From an optimization exercise on the open Yosys and OpenROAD flow, aimed at small area, a short achievable clock period and few clock cycles; shortcuts taken in it are not production practice. In this exercise RTL edits were held to simulation tests only and were not proved equivalent to the original. Power figures rest on the tool's default switching activity, not on a simulated workload.

===== flow/flow/run.sh =====
#!/bin/bash
# The standard layout, with timing repair aiming for 8.5 ns of setup slack
# (a 3.5 ns period) instead of 0 and without gate cloning (a clone's load can
# end up at the max-capacitance limit after routing); everything else as
# the standard.sh.
set -euo pipefail
bash standard.sh SETUP_SLACK_MARGIN=8.5 SKIP_GATE_CLONING=1 finish > make_finish.log 2>&1

===== flow/standard.sh =====
#!/bin/bash
# synth_recipe.tcl (not shown) runs the flow's synth.tcl, then flattens the netlist and writes it again
# the make line also repeats each setting of config.mk as NAME=value (left out here)
make -C /OpenROAD-flow-scripts/flow DESIGN_CONFIG=/design/flow/config.mk WORK_HOME=/design/flow/orfs CLKGATE_MAP_FILE= SYNTH_SCRIPT=/design/flow/synth_recipe.tcl "${@:-finish}"

===== flow/config.mk =====
export PLATFORM = sky130hd
export DESIGN_NAME = frx_top
export DESIGN_NICKNAME = frx_top
export VERILOG_FILES = /design/flow/design.v
export SDC_FILE = /design/flow/constraint.sdc
export NUM_CORES = 4
export LEC_CHECK = 0
export CAP_MARGIN = 20
export CORE_MARGIN = 2
export CORE_UTILIZATION = 50
export CTS_CLUSTER_DIAMETER = 60
export CTS_CLUSTER_SIZE = 30
export PLACE_DENSITY = 0.6
export SLEW_MARGIN = 20
export TNS_END_PERCENT = 10

===== flow/constraint.sdc =====
create_clock -name core_clock -period 12.0 [get_ports {clk}]
set_input_delay 2.4000 -clock core_clock [delete_from_list [all_inputs] [get_ports {clk}]]
set_output_delay 2.4000 -clock core_clock [all_outputs]
set_load 0.01 [all_outputs]

===== flow/design.v =====
module frx_cipher (
    input  wire        enc,        
    input  wire [3:0]  step,
    input  wire [35:0] in,         
    output reg  [31:0] out
);
    function [3:0] key;
        input       s;
        input [3:0] v;
        reg   [4:0] idx;
        begin
            idx = {1'b0, v} + {4'd0, ~s};
            case (idx)
                5'd0:  key = 4'd9;  5'd1:  key = 4'd6;  5'd2:  key = 4'd3;  5'd3:  key = 4'd8;
                5'd4:  key = 4'd10; 5'd5:  key = 4'd0;  5'd6:  key = 4'd2;  5'd7:  key = 4'd12;
                5'd8:  key = 4'd4;  5'd9:  key = 4'd14; 5'd10: key = 4'd7;  5'd11: key = 4'd5;
                5'd12: key = 4'd1;  5'd13: key = 4'd15; 5'd14: key = 4'd11; 5'd15: key = 4'd13;
                default: key = 4'd9;
            endcase
        end
    endfunction
    function [3:0] ikey;
        input       r;
        input [3:0] v;
        reg   [3:0] k;
        begin
            case (v)
                4'd0:  k = 4'd5;  4'd1:  k = 4'd12; 4'd2:  k = 4'd6;  4'd3:  k = 4'd2;
                4'd4:  k = 4'd8;  4'd5:  k = 4'd11; 4'd6:  k = 4'd1;  4'd7:  k = 4'd10;
                4'd8:  k = 4'd3;  4'd9:  k = 4'd0;  4'd10: k = 4'd4;  4'd11: k = 4'd14;
                4'd12: k = 4'd7;  4'd13: k = 4'd15; 4'd14: k = 4'd9;  default: k = 4'd13;
            endcase
            ikey = k - {3'd0, r};
        end
    endfunction
    reg [27:0] x;
    reg [3:0]  p0, p1, pv, b, e6;
    reg        rnd, first, last;
    always @* begin
        x     = {in[25:0], in[27:26]};             
        p0    = in[3:0];
        p1    = in[7:4];
        pv    = in[31:28];
        rnd   = (step >= 4'd7);
        first = (step == 4'd1) || (step == 4'd7);
        last  = (step == 4'd6) || (step == 4'd12);
        e6    = (in[11:4] >= 8'd2 && in[11:4] <= 8'd9) ? ((in[7:4] - 4'd2) | 4'd8) : 4'd0;
        b     = 4'd0;
        out   = in[31:0];
        if (step == 4'd0) begin
            if (enc)
                out = {4'd0, e6, in[35:32], in[31:28], in[27:24], in[23:20],
                       in[13:12], (in[11:4] != 8'd0), 1'b0, in[3:0]};
            else
                out = {4'd0, x[27:24] ^ 4'd9,
                       x[3:0], x[7:4], x[11:8], x[15:12], x[19:16], x[23:20]};
        end else begin
            if (enc) begin
                b   = key(rnd, p0 ^ (first ? 4'd0 : pv));
                out = {b, in[27:24], b, in[23:4]};
            end else begin
                b   = ikey(rnd, p0) ^ (last ? 4'd0 : p1);
                out = {in[31:24], b, in[23:4]};
            end
        end
    end
endmodule
module frx_cipher_out (
    input  wire        enc,
    input  wire [27:0] in,
    output reg  [31:0] out
);
    reg [27:0] m;
    reg [3:0]  v;
    always @* begin
        m   = {in[27:24] ^ 4'd9, in[23:0]};
        v   = {3'd0, in[17]} + {1'b0, in[26:24]} + {3'd0, in[27]};
        if (enc)
            out = {4'd0, m[1:0], m[27:2]};                     
        else
            out = {in[3:0], in[7:4], in[11:8], in[15:12], 6'd0, in[19:18], v, in[23:20]};
    end
endmodule
module frx_top (
    input  wire        clk,
    input  wire        rst,             
    input  wire        p_valid,
    input  wire [63:0] p_word,
    output wire        p_ready,
    input  wire        h_valid,
    input  wire [63:0] h_word,
    output wire        h_ready,
    output reg         r_valid,
    output reg  [1:0]  r_status,
    output reg  [31:0] r_data
);
    localparam integer CAPACITY = 67;
    localparam [2:0] K_OK     = 3'd0,    
                     K_ILL    = 3'd1,
                     K_RANGE  = 3'd2,
                     K_AVAIL  = 3'd3,
                     K_VALUE  = 3'd4,
                     K_BITLEN = 3'd5,
                     K_DELAY  = 3'd6,
                     K_RSTAV  = 3'd7;
    function [3:0] mod15;
        input [6:0] v;
        reg   [4:0] t;
        begin
            t     = {2'd0, v[6:4]} + {1'b0, v[3:0]};
            mod15 = (t >= 5'd15) ? (t[3:0] + 4'd1) : t[3:0];
        end
    endfunction
    function [3:0] qdig;
        input [3:0] r, n;
        reg   [4:0] t;
        begin
            t    = {1'b0, r} + {1'b0, n};
            qdig = r + {3'd0, (t >= 5'd15)};
        end
    endfunction
    reg        rx_en;
    reg        pin_valid;
    reg [7:0]  rx_pin;
    reg [6:0]  tol_pct;
    reg [6:0]  cc;
    reg        rc;
    reg [31:0] last_time;
    reg [31:0] rx_value;
    reg [5:0]  rx_bitlen;
    reg [28:0] rx_delay;
    reg        rx_avail;
    reg        pa_v, pa_ok;
    reg [31:0] pa_t;
    reg        ha_v, ha_bar, ha_cd, ha_raw, ha_cip, ha_za, ha_zb, ha_zc;
    reg [7:0]  ha_op;
    reg [35:0] ha_x;
    reg [3:0]  ha_cnt;
    reg        b_v, c_v, q_v, m1_v, m2_v, m3_v, g_v, f_v;
    reg [31:0] b_d, c_d, q_d;
    reg [6:0]  b_t;                         
    reg [6:0]  c_wi, q_wi, m1_wi, m2_wi, m3_wi;
    reg        c_dec, q_dec, m1_dec, m2_dec, m3_dec, g_dec;
    reg [3:0]  c_s7;                        
    reg [4:0]  c_s6;
    reg [5:0]  c_s5, c_s4, c_p321;
    reg [4:0]  c_p32;
    reg [3:0]  q_r7, q_r6, q_r5, q_r4, q_r3, q_r2, q_r1;
    reg [33:0] m1_u;                        
    reg        m1_c;
    reg [33:0] m2_s;                        
    reg        m2_c, m3_c;
    reg [28:0] m3_e;
    reg        hb_v, hc_v, hq_v, hm1_v, hm2_v, hm3_v, hg_v, hf_v;
    reg [2:0]  hb_k, hc_k, hq_k, hm1_k, hm2_k, hm3_k, hg_k, hf_k;
    reg        hb_c, hc_c, hq_c, hm1_c, hm2_c, hm3_c, hg_c, hf_c;    
    reg        hb_r, hc_r, hq_r, hm1_r, hm2_r, hm3_r, hg_r, hf_r;    
    reg [6:0]  hb_idx, hc_idx, hq_idx;
    reg [8:0]  hq_hi;                       
    reg [7:0]  hq_lo;                       
    reg        hq_fw;                       
    reg [31:0] sc;                          
    reg [31:0] sd;                          
    reg        drained;                     
    reg        sc_busy;                     
    reg        sd_busy;                     
    reg [28:0] dly;                         
    reg [28:0] emax;                        
    reg [28:0] pend_m;                      
    reg        pend_c;
    reg [31:0] code;
    reg        sfail;                       
    reg [6:0]  last_wi;
    reg [5:0]  bl_snap;                     
    reg [35:0] w25;                         
    reg        f_pub;                       
    reg [28:0] md;                          
    reg [35:0] prod;                        
    reg [5:0]  tsh;
    reg [1:0]  mcnt;
    reg  hr, pr;
    assign h_ready = hr;
    assign p_ready = pr;
    wire issue = ha_v & hr;
    wire p_fmt = (p_word[63:56] == 8'h01) && (p_word[55:32] == 24'd0);
    wire h_za  = (h_word[55:36] == 20'd0);
    wire h_zb  = (h_word[35:28] == 8'd0);
    wire h_zc  = (h_word[27:8] == 20'd0);
    wire [7:0] h_op = h_word[63:56];
    wire h_bar = (h_op[7:2] == 6'b000100) && (h_op[1:0] != 2'd3);      
    wire h_raw = (h_op == 8'h25);
    wire h_cip = (h_op[7:1] == 7'b0011000);                             
    wire h_cd  = (h_op == 8'h26) || h_cip;
    wire       ha_v_n   = ~rst & (hr ? h_valid : ha_v);
    wire       ha_bar_n = hr ? h_bar : ha_bar;
    wire       ha_raw_n = hr ? h_raw : ha_raw;
    wire       ha_cd_n  = hr ? h_cd  : ha_cd;
    wire       ha_cip_n = hr ? h_cip : ha_cip;
    wire [3:0] ha_cnt_n = hr ? 4'd0 : (ha_cip && ha_cnt != 4'd13) ? ha_cnt + 4'd1 : ha_cnt;
    wire       drained_n, sc_busy_n, sd_busy_n;
    wire       ha_wait_n = (ha_bar_n & ~drained_n) | (ha_raw_n & sd_busy_n) |
                           (ha_cd_n & sc_busy_n) | (ha_cip_n & (ha_cnt_n != 4'd13));
    always @(posedge clk) begin
        hr <= ~ha_v_n | ~ha_wait_n;
        pr <= ~(ha_v_n & (ha_bar_n | (ha_raw_n & sd_busy_n)));
    end
    wire [31:0] cstep;
    frx_cipher u_cipher (.enc(ha_op[0]), .step(ha_cnt), .in(ha_x), .out(cstep));
    always @(posedge clk) begin
        pa_v  <= ~rst & p_valid & p_ready;
        pa_ok <= p_fmt;
        pa_t  <= p_word[31:0];
        ha_v   <= ha_v_n;
        ha_bar <= ha_bar_n;
        ha_raw <= ha_raw_n;
        ha_cd  <= ha_cd_n;
        ha_cip <= ha_cip_n;
        ha_cnt <= ha_cnt_n;
        if (hr) begin
            ha_op  <= h_op;
            ha_x   <= h_word[35:0];
            ha_za  <= h_za;
            ha_zb  <= h_zb;
            ha_zc  <= h_zc;
        end else if (ha_cip && ha_cnt != 4'd13) begin
            ha_x[31:0] <= cstep;
        end
    end
    wire       ha_z36 = ha_za;                      
    wire       ha_z28 = ha_za & ha_zb;              
    wire       ha_z8  = ha_za & ha_zb & ha_zc;      
    wire       a_n0   = ha_z8 && (ha_x[7:0] == 8'd0);
    reg  [2:0] a_k;
    always @* begin
        case (ha_op)
        8'h10: a_k = ha_z8 ? K_OK : K_ILL;
        8'h11: a_k = a_n0  ? K_OK : K_ILL;
        8'h12: a_k = a_n0  ? K_OK : K_ILL;
        8'h13: a_k = !ha_z8 ? K_ILL : (ha_x[7:0] > 8'd100) ? K_RANGE : K_OK;
        8'h20: a_k = a_n0  ? K_AVAIL  : K_ILL;
        8'h21: a_k = a_n0  ? K_RSTAV  : K_ILL;
        8'h22: a_k = a_n0  ? K_VALUE  : K_ILL;
        8'h23: a_k = a_n0  ? K_BITLEN : K_ILL;
        8'h24: a_k = a_n0  ? K_DELAY  : K_ILL;
        8'h25: a_k = !ha_z8 ? K_ILL : (ha_x[7:0] >= 8'd67) ? K_RANGE : K_OK;
        8'h26: a_k = a_n0  ? K_OK : K_ILL;
        8'h30: a_k = ha_z28 ? K_OK : K_ILL;
        8'h31: a_k = ha_z36 ? K_OK : K_ILL;
        default: a_k = K_ILL;
        endcase
    end
    wire a_ok = (a_k == K_OK);
    wire [31:0] cout_w;
    frx_cipher_out u_cout (.enc(ha_op[0]), .in(ha_x[27:0]), .out(cout_w));
    wire a_go    = issue & a_ok;
    wire bar_en  = a_go && (ha_op == 8'h10);
    wire bar_re  = a_go && (ha_op == 8'h11) && pin_valid;
    wire bar_dis = a_go && (ha_op == 8'h12);
    wire set_tol = a_go && (ha_op == 8'h13);
    wire bar_clr = bar_en | bar_re;
    always @(posedge clk) begin
        if (rst) begin
            rx_en     <= 1'b0;
            pin_valid <= 1'b0;
            rx_pin    <= 8'd0;
            tol_pct   <= 7'd60;
        end else begin
            if (bar_en) begin
                rx_pin    <= ha_x[7:0];
                pin_valid <= 1'b1;
            end
            if (bar_clr)
                rx_en <= 1'b1;
            if (bar_dis)
                rx_en <= 1'b0;
            if (set_tol)
                tol_pct <= ha_x[6:0];
        end
    end
    wire a_live = pa_v & pa_ok & rx_en;
    always @(posedge clk) begin
        if (rst)
            last_time <= 32'd0;
        else if (a_live)
            last_time <= pa_t;
        b_d <= pa_t - last_time;
        b_t <= tol_pct;
    end
    wire       b_bnd = (b_d > 32'd4000) && (b_d < 32'd6000);
    wire       b_lng = (b_d > 32'd6000);
    wire [6:0] b_wr  = (b_bnd | b_lng) ? 7'd0 : cc;
    wire       b_ovf = (b_wr == 7'd67);
    wire [6:0] b_wi  = b_ovf ? 7'd0 : b_wr;
    wire       b_rc  = b_ovf ? 1'b0 : (b_bnd ? ~rc : rc);
    wire       b_dec = b_bnd & rc & (cc >= 7'd8);     
    always @(posedge clk) begin
        if (rst) begin
            cc <= 7'd0;
            rc <= 1'b0;
        end else if (bar_clr) begin
            cc <= 7'd0;
            rc <= 1'b0;
        end else if (b_v) begin
            cc <= b_wi + 7'd1;
            rc <= b_rc;
        end
        c_d   <= b_d;
        c_wi  <= b_wi;
        c_dec <= b_dec;
        c_s7   <= b_d[31:28];
        c_s6   <= b_p76;
        c_s5   <= {1'b0, b_p76} + {2'd0, b_d[23:20]};
        c_s4   <= {1'b0, b_p76} + {1'b0, b_p54};
        c_p32  <= b_p32;
        c_p321 <= {1'b0, b_p32} + {2'd0, b_d[7:4]};
    end
    wire [4:0] b_p76 = {1'b0, b_d[31:28]} + {1'b0, b_d[27:24]};
    wire [4:0] b_p54 = {1'b0, b_d[23:20]} + {1'b0, b_d[19:16]};
    wire [4:0] b_p32 = {1'b0, b_d[15:12]} + {1'b0, b_d[11:8]};
    wire b_mstart = b_v & b_dec;
    always @(posedge clk) begin
        if (b_mstart) begin
            md   <= dly;
            prod <= b_t[6] ? {7'd0, dly} : 36'd0;
            tsh  <= b_t[5:0];
            mcnt <= 2'd3;
        end else if (mcnt != 2'd0) begin
            mcnt <= mcnt - 2'd1;
            prod <= {prod[33:0], 2'b00} + (tsh[5] ? {6'd0, md, 1'b0} : 36'd0) +
                                          (tsh[4] ? {7'd0, md} : 36'd0);
            tsh  <= {tsh[3:0], 2'b00};
        end
    end
    always @(posedge clk) begin
        q_d   <= c_d;
        q_wi  <= c_wi;
        q_dec <= c_dec;
        q_r7  <= mod15({3'd0, c_s7});
        q_r6  <= mod15({2'd0, c_s6});
        q_r5  <= mod15({1'b0, c_s5});
        q_r4  <= mod15({1'b0, c_s4});
        q_r3  <= mod15({1'b0, c_s4} + {3'd0, c_d[15:12]});
        q_r2  <= mod15({1'b0, c_s4} + {2'd0, c_p32});
        q_r1  <= mod15({1'b0, c_s4} + {1'b0, c_p321});
    end
    wire [31:0] q_q = {qdig(4'd0, q_d[31:28]), qdig(q_r7, q_d[27:24]),
                       qdig(q_r6, q_d[23:20]), qdig(q_r5, q_d[19:16]),
                       qdig(q_r4, q_d[15:12]), qdig(q_r3, q_d[11:8]),
                       qdig(q_r2, q_d[7:4]),   qdig(q_r1, q_d[3:0])};
    wire q_wi0 = (q_wi == 7'd0);
    always @(posedge clk) begin
        if (q_v && q_wi0)
            dly <= q_q[28:0];
    end
    reg [31:0] bufm [0:CAPACITY-1];
    reg [6:0]  bhi;
    genvar g;
    generate
        for (g = 0; g < CAPACITY; g = g + 1) begin : g_slot
            always @(posedge clk)
                if (q_v && q_wi == g)
                    bufm[g] <= q_d;
        end
    endgenerate
    always @(posedge clk) begin
        if (rst)
            bhi <= 7'd0;
        else if (q_v && q_wi == bhi)
            bhi <= bhi + 7'd1;
    end
    always @(posedge clk) begin
        m1_wi  <= q_wi;
        m1_dec <= q_dec;
        m1_u   <= {2'd0, q_d} - {4'd0, dly, 1'b0};
        m1_c   <= {1'b0, q_d} > {3'd0, dly, 1'b0};
    end
    reg [31:0] q_rd;
    integer    i;
    always @* begin
        q_rd = 32'd0;
        for (i = 0; i < CAPACITY; i = i + 1)
            q_rd = q_rd | (bufm[i] & {32{hq_hi[i / 8] & hq_lo[i % 8]}});
    end
    wire q_rv = (hq_idx < bhi);
    wire [31:0] q_raw = hq_fw ? q_d : (q_rv ? q_rd : 32'd0);
    wire [33:0] m1_k = {5'd0, dly} ^ {34{m1_c}};
    wire [34:0] m1_t = {m1_u, 1'b1} + {m1_k, m1_c};
    always @(posedge clk) begin
        m2_wi  <= m1_wi;
        m2_dec <= m1_dec;
        m2_c   <= m1_c;
        m2_s   <= m1_t[34:1];
    end
    wire        m2_n  = m2_s[33];
    wire [34:0] m2_a  = {m2_s ^ {34{m2_n}}, 1'b1} + {34'd0, m2_n};
    wire [33:0] m2_ab = m2_a[34:1];
    always @(posedge clk) begin
        m3_wi  <= m2_wi;
        m3_dec <= m2_dec;
        m3_c   <= m2_c;
        m3_e   <= (m2_ab[33:29] != 5'd0) ? {29{1'b1}} : m2_ab[28:0];
    end
    wire [28:0] m3_mx = (emax > m3_e) ? emax : m3_e;
    wire [28:0] m3_pm = (pend_m > m3_e) ? pend_m : m3_e;
    always @(posedge clk) begin
        if (m3_v && m3_wi != 7'd0) begin
            last_wi <= m3_wi;
            if (m3_wi[0]) begin
                pend_c <= m3_c;
                pend_m <= (m3_wi == 7'd1) ? m3_e : m3_mx;
            end else begin
                emax  <= m3_pm;
                code  <= (m3_wi == 7'd2) ? {31'd0, pend_c} : {code[30:0], pend_c};
                sfail <= ((m3_wi == 7'd2) ? 1'b0 : sfail) | (pend_c == m3_c);
            end
        end
        if (m3_v && m3_dec)
            bl_snap <= last_wi[6:1];
        w25   <= {3'd0, emax, 4'd0} + {4'd0, emax, 3'd0} + {7'd0, emax} + 36'd25;
        g_dec <= m3_dec;
    end
    always @(posedge clk) begin
        f_pub <= ~rst & g_v & g_dec & ~sfail & (w25 <= {2'd0, prod[35:2]});
    end
    wire        rs_clr = hf_v && (hf_k == K_RSTAV);
    wire        n_av   = f_pub | rx_avail;
    wire [31:0] n_val  = f_pub ? code : rx_value;
    wire [5:0]  n_bl   = f_pub ? bl_snap : rx_bitlen;
    wire [28:0] n_dl   = f_pub ? md : rx_delay;
    always @(posedge clk) begin
        if (rst || bar_clr || rs_clr) begin
            rx_value  <= 32'd0;
            rx_bitlen <= 6'd0;
            rx_delay  <= 29'd0;
            rx_avail  <= 1'b0;
        end else begin
            rx_value  <= n_val;
            rx_bitlen <= n_bl;
            rx_delay  <= n_dl;
            rx_avail  <= n_av;
        end
    end
    always @(posedge clk) begin
        hb_k   <= a_k;
        hb_c   <= ha_cd & a_ok;
        hb_r   <= ha_raw & a_ok;
        hb_idx <= ha_x[6:0];
        hc_k   <= hb_k;
        hc_c   <= hb_c;
        hc_r   <= hb_r;
        hc_idx <= hb_idx;
        hq_k   <= hc_k;
        hq_c   <= hc_c;
        hq_r   <= hc_r;
        hq_idx <= hc_idx;
        hq_hi  <= 9'd1 << hc_idx[6:3];
        hq_lo  <= 8'd1 << hc_idx[2:0];
        hq_fw  <= c_v && (c_wi == hc_idx);
        hm1_k  <= hq_k;
        hm1_c  <= hq_c;
        hm1_r  <= hq_r;
        hm2_k  <= hm1_k;
        hm2_c  <= hm1_c;
        hm2_r  <= hm1_r;
        hm3_k  <= hm2_k;
        hm3_c  <= hm2_c;
        hm3_r  <= hm2_r;
        hg_k   <= hm3_k;
        hg_c   <= hm3_c;
        hg_r   <= hm3_r;
        hf_k   <= hg_k;
        hf_c   <= hg_c;
        hf_r   <= hg_r;
        if (issue && ha_cd)
            sc <= ha_cip ? cout_w : {8'd67, 1'b0, tol_pct, rx_pin, 6'd0, pin_valid, rx_en};
        if (hq_v && hq_r)
            sd <= q_raw;
    end
    always @(posedge clk) begin
        r_valid <= ~rst & hf_v;
        case (hf_k)
        K_OK:     begin r_status <= 2'd0; r_data <= hf_c ? sc : hf_r ? sd : 32'd0; end
        K_ILL:    begin r_status <= 2'd1; r_data <= 32'd0; end
        K_RANGE:  begin r_status <= 2'd2; r_data <= 32'd0; end
        K_AVAIL:  begin r_status <= 2'd0; r_data <= {31'd0, n_av}; end
        K_VALUE:  begin r_status <= 2'd0; r_data <= n_val; end
        K_BITLEN: begin r_status <= 2'd0; r_data <= {26'd0, n_bl}; end
        K_DELAY:  begin r_status <= 2'd0; r_data <= {3'd0, n_dl}; end
        default:  begin r_status <= 2'd0; r_data <= 32'd0; end
        endcase
    end
    wire n_pa = ~rst & p_valid & p_ready;
    wire n_b  = ~rst & a_live;
    wire n_hb = ~rst & issue;
    always @(posedge clk) begin
        b_v   <= n_b;
        c_v   <= ~rst & b_v;
        q_v   <= ~rst & c_v;
        m1_v  <= ~rst & q_v;
        m2_v  <= ~rst & m1_v;
        m3_v  <= ~rst & m2_v;
        g_v   <= ~rst & m3_v;
        f_v   <= ~rst & g_v;
        hb_v  <= n_hb;
        hc_v  <= ~rst & hb_v;
        hq_v  <= ~rst & hc_v;
        hm1_v <= ~rst & hq_v;
        hm2_v <= ~rst & hm1_v;
        hm3_v <= ~rst & hm2_v;
        hg_v  <= ~rst & hm3_v;
        hf_v  <= ~rst & hg_v;
        drained <= drained_n;
        sc_busy <= sc_busy_n;
        sd_busy <= sd_busy_n;
    end
    assign drained_n = rst | ~(n_pa | n_b | b_v | c_v | q_v | m1_v | m2_v | m3_v | g_v |
                               n_hb | hb_v | hc_v | hq_v | hm1_v | hm2_v | hm3_v | hg_v);
    assign sc_busy_n = ~rst & ((n_hb & ha_cd) | (hb_v & hb_c) | (hc_v & hc_c) | (hq_v & hq_c) |
                               (hm1_v & hm1_c) | (hm2_v & hm2_c) | (hm3_v & hm3_c));
    assign sd_busy_n = ~rst & ((n_hb & ha_raw) | (hb_v & hb_r) | (hc_v & hc_r) | (hq_v & hq_r));
endmodule

==> results.txt, run 1 <==
status finished clean; Worst R2R Start hq_hi[2]; CTS buffer count 185; most frequent cells in the layout 2459 x edfxtp_1, 594 x dfxtp_1, 444 x nand2_1; Routed wire per std cell around 38 um; first-pass GRT wire length 629700 um; clk root buf clkbuf_16; period utilization 33.06%; fin util 56.51%; share of cells above drive strength 1 12.65%; design area ~140000 um2; Syn Area/Cell 14.54 um2; Startpoint Class flip-flop; main combinational cell family by area after synthesis compound AO/OA/AOI/OAI gates; Detailed Place HPWL 270900 um; Max Fanout on Critical Path 14; vias post-DR 83690; Post-Route WL 467400 um; Synth warnings 4; Placer Congestion 0.9037; Worst setup endpoint sd[27]; most used cell, CP buf_4; register area share after synthesis 69.78%; IO Pins 169; clock sink count 3106; die span in x around 500 um; pwr dens 168.1 nW/um2; Arr. time, crit path 4570 ps; CP max stage cell or4_1; Die ar. 252800 um2; multi-input logic area 36260 um2; synth top area cells edfxtp_1 59%, dfxtp_1 10%, ha_1 4.1%, a221oi_1 2.5%, a22o_1 2.4%; First-pass DRT Iterations 7; initial antenna violation count 27; Yosys reg bits 3106; number of global-route vias before repair 76650; routed vias/inst 6.756; CTS tree done; Mapped Area about 120000 um2; Largest stage delay, worst path 720 ps; share of synthesized flip-flops with an asynchronous set or reset 0%; Register-to-Register Path Depth 9; Residual DRC 0; overall power 23.56 mW; Worst-Margin Slew 1301 ps; Std-Cell Rows 183; Worst-path clk slew approximately 120 ps; CORE AREA 248000 um2; crit path cell chain and2_2, buf_4, buf_4, a22o_1, a221oi_1, nand4_1, or4_1, nor4_1, o21ai_1; Max-Cap Viols 0; CTS max path bufs 3; Yosys top cell area share 59.36%; Overflow after GRT 0; dominant synthesized flop cell edfxtp_1; post-synth top area cell edfxtp_1; largest net degree at the start of global routing 92; Post-Synthesis Cells 8556; fin. max-slew vios 0; r2r setup slk 8030 ps; Worst Slack Setup Final around 8000 ps; Placed Area 131400 um2; Post-Synth Simple-Gate Area 6.757%; Synth Area in Adders 5.371%; H-Tree Level Count 4; RSZ-0062 raised after global routing yes; area added between synthesis and finish 12.66%; start point of the critical path hq_hi[2]; Final Hold Fails 0; VDD IR max 0.0002167 V; Post-Synth XOR/XNOR Area under 10%; worst reg2reg path endpoint sd[27]; Iter 0 DRT Violations 15270; die height about 500 um; Final #Nets 9493; Final Setup Violations 0; number of port buffers 168; Highest Clock Rate 0.2521 GHz; critical path class reg2reg; mux share of post-synthesis cell area 1.401%; Post-Place Setup Slack approximately 7000 ps; Hold WC Path Type reg2reg; Pleak 48.00 nW; Fillers 19530; shortest period the worst path allows around 4000 ps; commonest non-fill, non-tap cell in the layout edfxtp_1; Synth Area in Compound Gates 12.25%; Synth cell types 96; GRT Overall Usage 36.36%; initial core utilization 50.16%; Critical Path RT about 13000 ps; Net Count, Synth 9174; Clock Latency Late Sink roughly 910 ps; Slew HR 13.27%; Worst Setup End Kind flip-flop; Post-Route Setup TNS 0 ps; ANT nets after route 0; hold buffer count at CTS 0; Final Skew between 50 and 60 ps; EDFF count, synth 2459; Register Area roughly 87000 um2
metrics by stage:
step           hold slack, ps  cells
2_1_floorplan           309.6   8556
3_3_place_gp            309.8  11920
5_1_grt                 309.7  12370
6_report                311.3  12390
4_1_cts                 310.2  12300
3_5_place_dp            312.0  11920
repair_timing:
action | 4_1_cts | 5_1_grt
resized for setup | 243 | 144
endpoints found under the setup margin | 532 | 690
pin swaps | 40 | 37
buffers inserted | 39 | 61
cells by family (layout without fill, tap and decap cells):
logic type | after synthesis | count (layout)
simple gates | 1701 | 1701
buf+inv | 710 | 1188
other cells | 0 | 22
flops | 3106 | 3106
compound gates | 2067 | 2067
mux | 166 | 166
xor+xnor | 320 | 320
fa+ha+maj | 486 | 486
synth_stat cells, types with 15 or more instances:
cell type,number
nor3_1,110
nand2_1,451
a31oi_1,24
xor2_1,149
xnor2_1,171
mux2i_1,101
nand4_1,184
a211oi_1,27
a22o_1,343
o21a_1,34
and3_1,34
ha_1,406
nand3_1,180
a21oi_1,294
nor4_1,50
o21bai_1,19
nand2b_1,42
a222oi_1,31
nor2_1,372
edfxtp_1,2459
o22a_1,27
o21ai_0,259
buf_1,77
and2_0,39
inv_1,311
mux2_2,65
a22oi_1,383
o22ai_1,18
buf_2,16
fa_1,80
or3_1,15
nor2b_1,89
clkbuf_1,298
a21o_1,127
dfxtp_1,647
a221oi_1,349
and2_1,51
worst min path at each step:
stage	cells after the start	start	slack, ps	to
2_1_floorplan	0	hb_idx[0]	310	hc_idx[0]
3_3_place_gp	0	hm1_k[2]	310	hm2_k[2]
3_5_place_dp	0	c_d[24]	310	q_d[24]
4_1_cts	0	c_d[7]	310	q_d[7]
5_1_grt	0	c_d[7]	310	q_d[7]
6_report	0	c_d[7]	310	q_d[7]
worst max-delay path: cells and delay by family (launching register included):
family	cells	cell delay [ps]
simple gates	4	1840
compound gates	3	750
buf+inv	2	630
flops	1	410
routing by layer:
metal,track usage [%],vias up,wire [um]
met5,0.3236,-,246
met1,50.53,41460,174500
li1,-,33850,-
met4,18.81,22,30300
met2,51.35,6890,192800
met3,11.15,1464,69470
final cells by class:
class,instances,share of cell area (%)
clock buffer,192,3.360
inverter,313,0.8384
tap,3330,2.973
sequential,3106,61.99
timing repair buffer,529,3.293
clock inverter,154,1.633
antenna,22,0.03928
multi-input combinational,4740,25.87
power by group:
part           switching, mW  internal, mW  total (mW)
registers              0.334          12.1        12.4
clock network           4.33          3.25        7.58
logic                   2.07          1.49        3.57
state kept, by name, summed over array words and instances (netlist names), 33 cells and up, named ones only:
signal  count
ha_x       36
m1_u       33
w25        35
m2_s       34
bufm     2144
prod       36
Testbench counts, summed over its fixed seeds: cycles 14,122.
==> run 2, diff against run 1 <==
--- a/flow/design.v
+++ b/flow/design.v
@@ -477,8 +477,8 @@
             sd <= q_raw;
     end
     always @(posedge clk) begin
-        r_valid <= ~rst & hf_v;
-        case (hf_k)
+        r_valid <= ~rst & (hf_v | a_fast);
+        case (a_fast ? a_k : hf_k)
         K_OK:     begin r_status <= 2'd0; r_data <= hf_c ? sc : hf_r ? sd : 32'd0; end
         K_ILL:    begin r_status <= 2'd1; r_data <= 32'd0; end
         K_RANGE:  begin r_status <= 2'd2; r_data <= 32'd0; end
@@ -491,7 +491,13 @@
     end
     wire n_pa = ~rst & p_valid & p_ready;
     wire n_b  = ~rst & a_live;
-    wire n_hb = ~rst & issue;
+    wire a_rxrd  = (a_k == K_AVAIL) | (a_k == K_VALUE) | (a_k == K_BITLEN) | (a_k == K_DELAY);
+    wire a_hidle = ~(hb_v | hc_v | hq_v | hm1_v | hm2_v | hm3_v | hg_v | hf_v);
+    wire a_nopub = ~((b_v & b_dec) | (c_v & c_dec) | (q_v & q_dec) | (m1_v & m1_dec) |
+                     (m2_v & m2_dec) | (m3_v & m3_dec) | (g_v & g_dec) | f_pub |
+                     (pa_v & (b_v ? b_rc : rc)));
+    wire a_fast  = issue & a_rxrd & a_hidle & a_nopub;
+    wire n_hb = ~rst & issue & ~a_fast;
     always @(posedge clk) begin
         b_v   <= n_b;
         c_v   <= ~rst & b_v;
==> run 2 against run 1 <==
  * Still clean on timing, DRC and antenna
  * Clock power up 1%
  * Power up 0.54%
  * Synthesized area up 1.1%
  * First-iteration DRC count up 1.3%
  * Worst hold slack better by 6.2 ps
  * Sequential share of layout area down 0.77 points
  * Count of clock-buffer cells in the layout up 12
  * Register-to-register slack worse by 170 ps
  * Clock skew up 32 ps
  * Critical path type unchanged
  * Critical endpoint unchanged
  * Largest power group unchanged
  * Highest routed layer unchanged
==> results.txt, run 2 <==
number of flip-flops in the largest register 2144 (unchanged); Std-Cell Rows 184 (+0.55%); area added between synthesis and finish 12.86%; worst hold path depth 0 (unchanged); Overflow after GRT 0 (unchanged); VDD IR max 0.0001873 V (-14%); register area share after synthesis 69.04% (-0.73 points); Pleak 48.67 nW (+1.4%); largest net degree at the start of global routing 92 (unchanged); Startpoint Class flip-flop; Max Fanout on Critical Path 16 (+2); Final Setup Violations 0 (unchanged); Highest Clock Rate 0.2415 GHz (-4.2%); Slew HR 15.45% (+2.2 points); GRT Overall Usage 36.22% (-0.14 points); Residual DRC 0 (unchanged); H-Tree Level Count 4 (unchanged); vias post-DR 85640 (+2.3%); First-pass DRT Iterations 9 (+2); Placer Congestion 0.9247 (+2.3%); Hold WC Path Type reg2reg; CTS max path bufs 3 (unchanged); Post-Route WL 475600 um (+1.8%); commonest non-fill, non-tap cell in the layout edfxtp_1; share of cells above drive strength 1 12.53% (-0.12 points); Routed wire per std cell 37.98 um (+0.65%); biggest regs bufm: 2144 flops, ha_x: 36 flops, prod: 36 flops; Mapped Area 125700 um2 (+1.1%); Biggest register bufm; die span in x 505.4 um (+0.53%); Register-to-Register Path Depth 10 (+1); Clock Latency Late Sink 940 ps (+30 ps); share of synthesized flip-flops with an asynchronous set or reset 0% (unchanged); CTS tree done; Iter 0 DRT Violations 15470 (+1.3%); ANT nets after route 0 (unchanged); Final Skew 82.17 ps (+31.97 ps); count leader, synth edfxtp_1; Synth cell types 95 (-1.0%); number of port buffers 168 (unchanged); first-pass GRT wire length 640700 um (+1.8%); Syn Area/Cell 14.37 um2 (-1.1%); Detailed Place HPWL 277200 um (+2.3%); CORE AREA 250700 um2 (+1.1%); multi-input logic area 37740 um2 (+4.1%); IO Pins 169 (unchanged); Post-Synthesis Cells 8745 (+2.2%); clk root buf clkbuf_16; hold buffer count at CTS 0 (unchanged); fin. max-slew vios 0 (unchanged); Yosys reg bits 3106 (unchanged); pwr dens 167.0 nW/um2 (-0.69%); fin util 56.59% (+0.074 points); clock sink count 3106 (unchanged); shortest period the worst path allows 4140 ps (+172.6 ps); EDFF count, synth 2459 (unchanged); period utilization 34.50% (+1.4 points); die height 505.4 um (+0.53%); RSZ-0062 raised after global routing yes; Worst Setup End Kind flip-flop; critical path class reg2reg; post-synth top area cell edfxtp_1; Register Area 86850 um2 (about the same); initial antenna violation count 21 (-22%); Critical Path RT 12550 ps (-50 ps); most frequent cells in the layout 2459 x edfxtp_1, 605 x dfxtp_1, 413 x nand2_1; initial core utilization 50.14% (about the same); Synth warnings 4 (unchanged); Yosys top cell area share 58.74% (-0.62 points); Post-Route Setup TNS 0 ps (unchanged); Arr. time, crit path 4690 ps (+120 ps); synth top area cells edfxtp_1 59%, dfxtp_1 10%, ha_1 4.1%, a221oi_1 2.6%, a22o_1 2.6%; dominant synthesized flop cell edfxtp_1; Fillers 19770 (+1.2%); number of global-route vias before repair 79260 (+3.4%); Max-Cap Viols 0 (unchanged); Die ar. 255400 um2 (+1.1%); routed vias/inst 6.839 (+1.2%); Final Hold Fails 0 (unchanged); CTS buffer count 187 (+1.1%); status finished clean; Net Count, Synth 9364 (+2.1%); Worst-path clk slew 110 ps (about the same); Worst-Margin Slew 1268 ps (-32.72 ps); Post-synth top cells 2459 x edfxtp_1, 647 x dfxtp_1, 423 x nand2_1; Final #Nets 9623 (+1.4%)
-- run 2: cell types whose count changed in the layout (fill, tap and decap cells not counted), sizes merged, moves of 24 or more --
| cell | delta |
|---|---|
| a221oi | +28 |
| a22o | +28 |
| a22oi | -51 |
| a31oi | +43 |
| buf | -38 |
| nand2 | -28 |
| o21ai | -28 |
| o22a | -24 |
| o22ai | +45 |
| o311ai | +28 |
-- run 2: cells by family after synthesis --
logic type | count (synthesis) | share of synthesized area [%]
flops | 3106 | 69.04
fa+ha+maj | 487 | 5.325
compound gates | 2183 | 12.87
buf+inv | 771 | 2.344
mux | 181 | 1.511
xor+xnor | 310 | 2.160
simple gates | 1707 | 6.744
-- run 2: timing repair --
action / CTS / global route
resized for setup: 266 / 102
setup endpoints to repair: 419 / 402
buffers inserted: 71 / 41
gates cloned: 0 / 0
pin swaps: 75 / 36
-- run 2: final cells by class --
| class | count | area share (%) |
|---|---|---|
| Antenna cell | 12 | 0.02117 |
| Clock inverter | 143 | 1.572 |
| Tap cell | 3348 | 2.953 |
| Sequential cell | 3106 | 61.22 |
| Multi-Input combinational cell | 4868 | 26.60 |
| Timing Repair Buffer | 529 | 3.388 |
| Clock buffer | 204 | 3.420 |
| Inverter | 312 | 0.8255 |
-- run 2: path summary, 6_finish.rpt --
check | slack (ps) | start | to
max | 7860 | hq_hi[2] | sd[27]
min | 320 | c_d[16] | q_d[16]
max reg2reg | 7860 | hq_hi[2] | sd[27]
min reg2reg | 320 | c_d[16] | q_d[16]
-- run 2: power by group --
| part | total [mW] | internal, mW | leakage [nW] | switching [mW] |
|---|---|---|---|---|
| clock network | 7.69 | 3.46 | 3.40 | 4.23 |
| registers | 12.4 | 12.1 | 27.4 | 0.308 |
| logic | 3.59 | 1.50 | 17.8 | 2.09 |
| total | 23.7 | 17.1 | 48.7 | 6.63 |
-- run 2: stage by stage --
| stage | instances | total power [mW] | instance area, um2 | hold slack (ps) | setup slack (ps) |
|---|---|---|---|---|---|
| detailed placement | 12050 | 16.10 | 132400 | 312.0 | 6880 |
| finish | 12520 | 23.69 | 141900 | 317.5 | 7860 |
| floorplan | 8745 | 15.09 | 125700 | 309.6 | 8025 |
| CTS | 12470 | 23.62 | 141000 | 316.5 | 8060 |
| global placement | 12050 | 15.97 | 132400 | 311.2 | 7064 |
| global route | 12510 | 24.48 | 141800 | 322.4 | 8022 |
-- run 2: critical path, cell delays in order, from the launching register on --
cell	delay [ps]
dfxtp_1	410
and2_2	380
buf_4	410
buf_4	340
a22o_1	230
a221oi_1	270
nand4_1	200
nor3_1	420
nand4_1	190
nor3_1	520
o21ai_0	380
-- run 2: per-layer routing --
layer  vias to the layer above  wire length, um  GRT usage, %
li1                      34600                -             -
met1                     42960           166500         46.39
met2                      6485           213700         56.15
met3                      1578            63480         10.10
met4                        16            31770         19.16
met5                         -              108             0
Testbench counts of run 2, summed over its fixed seeds: cycles 14,058.

-- separate check: timing with driven ports --
The results above use ideal ports. As a check the final layouts listed here were re-extracted and re-timed, cells and wires unchanged. Step 1: set_driving_cell puts a clkbuf_16 on clk and a buf_2 on each other input, an assumption about the parent block. Step 2, shift: input delay + t, output delay - t, t = (earliest + latest rising clock arrival at the registers) / 2. This alone moves slack from input paths to output paths. Three values: no drivers, after step 1, after step 2; two values: the first two.
run	t (ns)	slack for setup (ns)	worst setup path after step 2	worst data-port slew with drivers (ns)
run 1	0.998	8.033 / 8.033 / 7.386	input to register	0.08
run 2	0.992	7.860 / 7.860 / 7.523	input to register	0.06
After both steps every run listed still meets setup and hold. The setup slack of run 1, which loses most, moves by 0.000 ns with the drivers and by -0.647 ns with both steps.
